Context: an optimization exercise on an open-source flow, tuned for a short achievable clock period and few clock cycles. The choices shown serve that exercise and are no tape-out recipe. Only simulation tests tie the RTL to the original design; equivalence was not proved. Power figures rest on the tool's default switching activity, not on a simulated workload.

## before
==> flow/design.v (excerpt) <==
module pru_blit (
    input  wire        clk,
    input  wire        rst,
    input  wire        cmd_valid,
    output wire        cmd_ready,
    input  wire        cmd_raw,        
    input  wire [15:0] cmd_x0,         
    input  wire [15:0] cmd_y0,
    input  wire [15:0] cmd_x1,
    input  wire [15:0] cmd_y1,
    input  wire [15:0] cmd_x2,         
    input  wire [15:0] cmd_y2,
    input  wire [31:0] src_base,
    input  wire [15:0] src_stride,
    input  wire [15:0] src_w,
    input  wire [15:0] src_h,
    input  wire [4:0]  src_ptype,
    input  wire        src_endian,
    input  wire [2:0]  src_bitoff,
    input  wire        src_axes_swap,
    input  wire        src_x_swap,
    input  wire        src_y_swap,
    input  wire [31:0] dst_base,
    input  wire [15:0] dst_stride,
    input  wire [15:0] dst_w,
    input  wire [15:0] dst_h,
    input  wire [4:0]  dst_ptype,
    input  wire        dst_endian,
    input  wire [2:0]  dst_bitoff,
    input  wire        dst_axes_swap,
    input  wire        dst_x_swap,
    input  wire        dst_y_swap,
    output wire        busy,
    output wire [31:0] cvt_value,
    output wire [4:0]  cvt_src_type,
    output wire [4:0]  cvt_dst_type,
    input  wire [31:0] cvt_result,
    output wire        mem_valid,
    input  wire        mem_ready,
    output wire        mem_we,
    output wire [29:0] mem_addr,
    output wire [31:0] mem_wdata,
    output wire [31:0] mem_wmask,
    input  wire [31:0] mem_rdata       
);
Size: ~28000 cells after synthesis, about 490 I/O pins, ~310000 um^2 of cells after synthesis.
clock: 15.0 ns
lec_check: 0
cap_margin: 70
core_margin: 2
core_utilization: 25
place_density: 0.45
slew_margin: 70
run.sh (not shown) runs the stock make flow with config.mk's settings and CLKGATE_MAP_FILE= SYNTH_SCRIPT=/design/flow/synth_recipe.tcl, a recipe that flattens the netlist after the stock synthesis.
Testbench counts of before, summed over its fixed seeds: cycles 52,830.
## Diff of input files: after against before
--- a/flow/design.v
+++ b/flow/design.v
@@ -131,24 +131,22 @@
     reg [2:0]  c_so, c_do;
     reg        c_sa, c_sx, c_sy, c_da, c_dx, c_dy;
     wire [5:0] c_ws = bpp_of(c_st);
     wire [5:0] c_wd = bpp_of(c_dt);
     wire       s_ax = !c_raw && c_sa;
     wire       s_xs = !c_raw && c_sx;
     wire       s_ys = !c_raw && c_sy;
     wire       d_ax = !c_raw && c_da;
     wire       d_xs = !c_raw && c_dx;
     wire       d_ys = !c_raw && c_dy;
     reg [15:0] s1_cw, s1_ch, s1_xlo, s1_xhi, s1_ylo, s1_yhi, s1_dwu, s1_dhv;
-    reg [5:0]  s1_ws, s1_wd;       
-    reg [20:0] s1_wsm, s1_wdm;     
     reg [15:0] s2_spxl, s2_spxh, s2_spyl, s2_spyh;
     reg [15:0] s2_dpxl, s2_dpxh, s2_dpyl, s2_dpyh;
     wire       c_xo = (c_x0 <= c_x1);
     wire       c_yo = (c_y0 <= c_y1);
     wire [15:0] s_ul = s_ax ? s1_ylo : s1_xlo;
     wire [15:0] s_uh = s_ax ? s1_yhi : s1_xhi;
     wire [15:0] s_vl = s_ax ? s1_xlo : s1_ylo;
     wire [15:0] s_vh = s_ax ? s1_xhi : s1_yhi;
     wire [15:0] d_u0 = d_ax ? c_y2 : c_x2;
     wire [15:0] d_v0 = d_ax ? c_x2 : c_y2;
     wire [15:0] d_cu = d_ax ? s1_ch : s1_cw;
@@ -227,51 +225,47 @@
             c_dt    <= dst_ptype; c_de <= dst_endian;   c_do <= dst_bitoff;
             c_da    <= dst_axes_swap; c_dx <= dst_x_swap; c_dy <= dst_y_swap;
         end
         if (sst == 3'd1) begin
             s1_cw  <= c_xo ? c_x1 - c_x0 : c_x0 - c_x1;
             s1_ch  <= c_yo ? c_y1 - c_y0 : c_y0 - c_y1;
             s1_xlo <= c_xo ? c_x0 : c_x1;
             s1_xhi <= c_xo ? c_x1 : c_x0;
             s1_ylo <= c_yo ? c_y0 : c_y1;
             s1_yhi <= c_yo ? c_y1 : c_y0;
             s1_dwu <= c_dw - 16'd1 - d_u0;
-            s1_ws  <= c_ws;
-            s1_wd  <= c_wd;
-            s1_wsm <= {15'd0, c_ws} - 21'd1;
-            s1_wdm <= {15'd0, c_wd} - 21'd1;
             s1_dhv <= c_dh - 16'd1 - d_v0;
         end
         if (sst == 3'd2) begin
             s2_spxl <= s_xs ? c_sw - 16'd1 - s_uh : s_ul;
             s2_spxh <= s_xs ? c_sw - 16'd1 - s_ul : s_uh;
             s2_spyl <= s_ys ? c_sh - 16'd1 - s_vh : s_vl;
             s2_spyh <= s_ys ? c_sh - 16'd1 - s_vl : s_vh;
             s2_dpxl <= d_xs ? s1_dwu - d_cu : d_u0;
             s2_dpxh <= d_xs ? s1_dwu : d_u0 + d_cu;
             s2_dpyl <= d_ys ? s1_dhv - d_cv : d_v0;
             s2_dpyh <= d_ys ? s1_dhv : d_v0 + d_cv;
         end
         if (sst == 3'd3) begin
             for (k = 0; k < 4; k = k + 1) begin
                 s2p_sl[k] <= s2_spyl * ((c_sstr >> (4 * k)) & 16'hF);
                 s2p_sh[k] <= s2_spyh * ((c_sstr >> (4 * k)) & 16'hF);
                 s2p_dl[k] <= s2_dpyl * ((c_dstr >> (4 * k)) & 16'hF);
                 s2p_dh[k] <= s2_dpyh * ((c_dstr >> (4 * k)) & 16'hF);
             end
-            s3_sxl <= mulw(s2_spxl, s1_ws);
-            s3_sxh <= mulw(s2_spxh, s1_ws);
-            s3_dxl <= mulw(s2_dpxl, s1_wd);
-            s3_dxh <= mulw(s2_dpxh, s1_wd);
-            s3_sxe <= mulw(s2_spxh, s1_ws) + s1_wsm;
-            s3_dxe <= mulw(s2_dpxh, s1_wd) + s1_wdm;
+            s3_sxl <= mulw(s2_spxl, c_ws);
+            s3_sxh <= mulw(s2_spxh, c_ws);
+            s3_dxl <= mulw(s2_dpxl, c_wd);
+            s3_dxh <= mulw(s2_dpxh, c_wd);
+            s3_sxe <= mulw(s2_spxh, c_ws) + {15'd0, c_ws} - 21'd1;
+            s3_dxe <= mulw(s2_dpxh, c_wd) + {15'd0, c_wd} - 21'd1;
             tr_w   <= want_tr;
         end
         if (sst == 3'd4) begin
             s_rowl <= digsum(s2p_sl[0], s2p_sl[1], s2p_sl[2], s2p_sl[3]);
             s_rowh <= digsum(s2p_sh[0], s2p_sh[1], s2p_sh[2], s2p_sh[3]);
             d_rowl <= digsum(s2p_dl[0], s2p_dl[1], s2p_dl[2], s2p_dl[3]);
             d_rowh <= digsum(s2p_dh[0], s2p_dh[1], s2p_dh[2], s2p_dh[3]);
             s4_xsb <= s_bo + {14'd0, (s_xs ? s3_sxh : s3_sxl)};
             s4_xsl <= s_bo + {14'd0, s3_sxl};
             s4_xsh <= s_bo + {14'd0, s3_sxe};
             s4_xdb <= d_bo + {14'd0, (d_xs ? s3_dxh : s3_dxl)};
==> run notes <==
- Global-route wire length before repair essentially unchanged between before and after.
- In after the implementation ran to completion but is not tape-out ready, as the final checks report antenna rules.
- Re post-route total power: before was lower than after.
- Delta(reported leakage power, after - before) > 0
- Compared with before, after shows a number of buffer and inverter stages on the critical path that is 1 higher.
- Comparing after and before, the lower critical path data required time was measured on before.
- before has a higher final-stage net count than after.
- Delta (after minus before): floorplan die area has remained practically unchanged, overall routed net length went up 0.33%.
Testbench counts of after, summed over its fixed seeds: cycles 52,830.

## afterwards: timing with drivers on the ports
Ports are ideal in the flow. The routed layouts listed here were re-timed in OpenROAD.
Step 1 assumes that a clkbuf_16 drives the clock port and a buf_2 every other input.
Step 2 also shifts input and output timing later by t, the mid clock arrival at the registers, as if the neighbouring blocks saw the same clock.
Three values: ideal ports, drivers, drivers and shift; two values: the first two.
run | shift t [ns] | slack for setup (ns) | worst register clock-pin slew, ns | worst slew at a driven data input, ns | pins driven straight from the clock port
before | 1.268 | 9.286 / 9.286 / 9.286 | 0.08 / 0.08 | 0.22 | 1
after | 1.246 | 8.696 / 8.696 / 8.696 | 0.07 / 0.07 | 0.24 | 1
